Context: an optimization exercise on an open-source flow, tuned for small area, a short achievable clock period and few clock cycles per item. The choices shown serve that exercise and are no tape-out recipe. In this exercise RTL edits were held to simulation tests only and were not proved equivalent to the original.

==> run a <==
Design logp_power, start of the top module:
module logp_power (
    input  wire        clk,
    input  wire        rst,
    input  wire        in_valid,
    output wire        in_ready,
    input  wire [63:0] re,
    input  wire [63:0] im,
    output reg         out_valid,
    output reg  [63:0] p
);
Settings: LEC_CHECK=0, CAP_MARGIN=20, CORE_MARGIN=2, CORE_UTILIZATION=60, CTS_CLUSTER_DIAMETER=80, CTS_CLUSTER_SIZE=30, PLACE_DENSITY=0.7, SLEW_MARGIN=20, SYNTH_HIERARCHICAL=1, SYNTH_MINIMUM_KEEP_SIZE=0; clock period 18.5 ns.
standard.sh (not shown) runs the stock make flow with config.mk's settings and CLKGATE_MAP_FILE= SYNTH_SCRIPT=/design/flow/synth_recipe.tcl, a recipe that flattens the netlist after the stock synthesis.
==> flow/flow/run.sh <==
#!/bin/bash
# The standard layout (the standard.sh, ORFS from synthesis to the final
# layout), with two settings it leaves open:
# - timing repair aimed well below the clock period: repair_timing works until
#   the setup slack reaches SETUP_SLACK_MARGIN, so the layout meets timing at
#   the design's period with that much slack to spare;
# - the ports buffered with buf_4 cells (buffer_ports' default picks a slow
#   delay buffer).
# make's full output goes to standard.log; ORFS keeps each step's log under
# orfs/logs/.
set -euo pipefail
export SETUP_SLACK_MARGIN=13.6
export BUFFER_PORTS_ARGS="-buffer_cell sky130_fd_sc_hd__buf_4"
bash standard.sh > standard.log 2>&1
==> run b (differences from run a) <==
==> flow/flow/run.sh (replaced) <==
#!/bin/bash
# The standard layout (the standard.sh: ORFS from synthesis to the final
# layout) with three changes in how it is made:
# - after the standard synthesis, each logic cell is set to the smallest drive
#   strength of its kind (downsize.py); the timing repair below upsizes only
#   the cells on paths that need it;
# - timing repair aimed well below the clock period: repair_timing works until
#   the setup slack reaches SETUP_SLACK_MARGIN, so the layout meets timing at
#   the design's period with that much slack to spare;
# - the ports buffered with buf_4 cells (buffer_ports' default picks a slow
#   delay buffer).
# Each make run's full output goes to a log here; ORFS keeps each step's log
# under orfs/logs/.
set -euo pipefail
export SETUP_SLACK_MARGIN=13.6
export BUFFER_PORTS_ARGS="-buffer_cell sky130_fd_sc_hd__buf_4"
res=orfs/results/$FLOW_PLATFORM/logp_power/base
bash standard.sh "$PWD/$res/1_2_yosys.v" > synth.log 2>&1
python3 flow/downsize.py "$FLOW_HOME/platforms/$FLOW_PLATFORM/lib/sky130_fd_sc_hd__tt_025C_1v80.lib" \
    "$res/1_2_yosys.v" > downsize.log 2>&1
bash standard.sh > standard.log 2>&1
==> flow/flow/downsize.py (new file) <==
#!/usr/bin/env python3
"""Set every combinational logic cell of a synthesized netlist to the smallest
cell of its footprint (same function and pins, least drive), so that the
timing repair later in the flow upsizes only the cells that need it.
Flip-flops, buffers, clock cells and tie cells are left as they are.

usage: downsize.py LIBERTY NETLIST   (rewrites NETLIST in place)
"""
import re
import sys
from collections import Counter

lib, netlist = sys.argv[1], sys.argv[2]
text = open(lib).read()
area, foot = {}, {}
for m in re.finditer(r'cell \("?(sky130_fd_sc_hd__\w+)"?\)', text):
    seg = text[m.end():m.end() + 200000]
    area[m.group(1)] = float(re.search(r"area\s*:\s*([\d.]+)", seg).group(1))
    f = re.search(r'cell_footprint\s*:\s*"?(\w+)"?', seg)
    foot[m.group(1)] = f.group(1) if f else None
smallest = {}
for cell, a in area.items():
    f = foot[cell]
    if "lpflow" in cell or "probe" in cell:
        continue
    if f and (f not in smallest or a < area[smallest[f]]):
        smallest[f] = cell
keep = ("sky130_fd_sc_hd__df", "sky130_fd_sc_hd__dl", "sky130_fd_sc_hd__buf",
        "sky130_fd_sc_hd__clk", "sky130_fd_sc_hd__conb", "sky130_fd_sc_hd__dly")
swaps = Counter()


def swap(m):
    cell = m.group(1)
    if cell.startswith(keep) or cell not in foot or not foot[cell]:
        return m.group(0)
    small = smallest[foot[cell]]
    if small == cell:
        return m.group(0)
    swaps[(cell, small)] += 1
    return small + m.group(2)


net = open(netlist).read()
net = re.sub(r"\b(sky130_fd_sc_hd__\w+)(\s+\S+\s*\()", swap, net)
open(netlist, "w").write(net)
for (a, b), n in sorted(swaps.items()):
    print(f"{n:6d} {a} -> {b}")
print(f"saved {sum((area[a] - area[b]) * n for (a, b), n in swaps.items()):.0f} um2")
==> run summary <==
Critical path:
- The worst path required time is 19.16 ns.

Floorplanning:
- The die is 450 um tall.

CTS:
- Clock-pin slew was measured on the worst setup and hold paths at 0.11 ns.

Status:
- The run finished with no timing, DRC or antenna violations.

Finish:
- Summing all multi-input logic gate instances after layout gives 88,600 um2.

Drt:
- Summed over all nets, wire length on met2 after detailed routing comes to 191,000 um.

Global route:
- In the global route stage, met1 resource usage came out at 0.553.
the above is filed under run a

==> run summary <==
CTS:
- After clock tree synthesis, the clock-pin slew on the worst setup and hold paths is 0.10 ns.
- Counting the buffers created by CTS gives 84.

Critical path:
- In this run the worst setup path begins at xb0[13].

Finish:
- The post-layout instance area is 126,000 um2.
- Registers represent a cell area share of 0.180.
- Summing all multi-input logic gate instances after layout gives 88,200 um2.

Synth:
- By area the synthesized netlist is led by sky130_fd_sc_hd__fa_1 22%, sky130_fd_sc_hd__dfxtp_1 19%, sky130_fd_sc_hd__xnor2_1 11%.
- Yosys mapped a number of flops with a built-in enable equal to 0.

Drt:
- In the routed design, unresolved DRC markers number 0.
- The length of routed met2 wiring is 185,000 um.

Status:
- The run finished with no timing, DRC or antenna violations.

Floorplanning:
- The vertical die dimension is 450 um.
the above is filed under run b

Testbench counts of run a, summed over its fixed seeds: cycles 24,064, items 24,000.
Testbench counts of run b, summed over its fixed seeds: cycles 24,064, items 24,000.

static timing again, ports no longer ideal:
No port has a modelled driver above. Below, the same layouts with a new extraction and two added sets of constraints.
Step 1, drivers: a clkbuf_16 drives clk and a buf_2 each remaining input, both assumed.
Step 2 moves the port delays by t, midway between the first and last clock arrival at a register: inputs arrive t later, outputs are due t later. That takes back most of the time a late clock gives input paths.
Three values: no drivers, after step 1, after step 2; two values: the first two.
run | t (ns) | slack for setup (ns) | worst setup path at the end | clock arrival spread, ns | cell pins on the clock port's net
run a | 0.881 | 13.521 / 13.424 / 13.521 | register to register | 0.065 / 0.066 | 1
run b | 0.844 | 13.566 / 13.494 / 13.566 | register to register | 0.054 / 0.054 | 1
After both steps setup and hold are still met in every run listed.
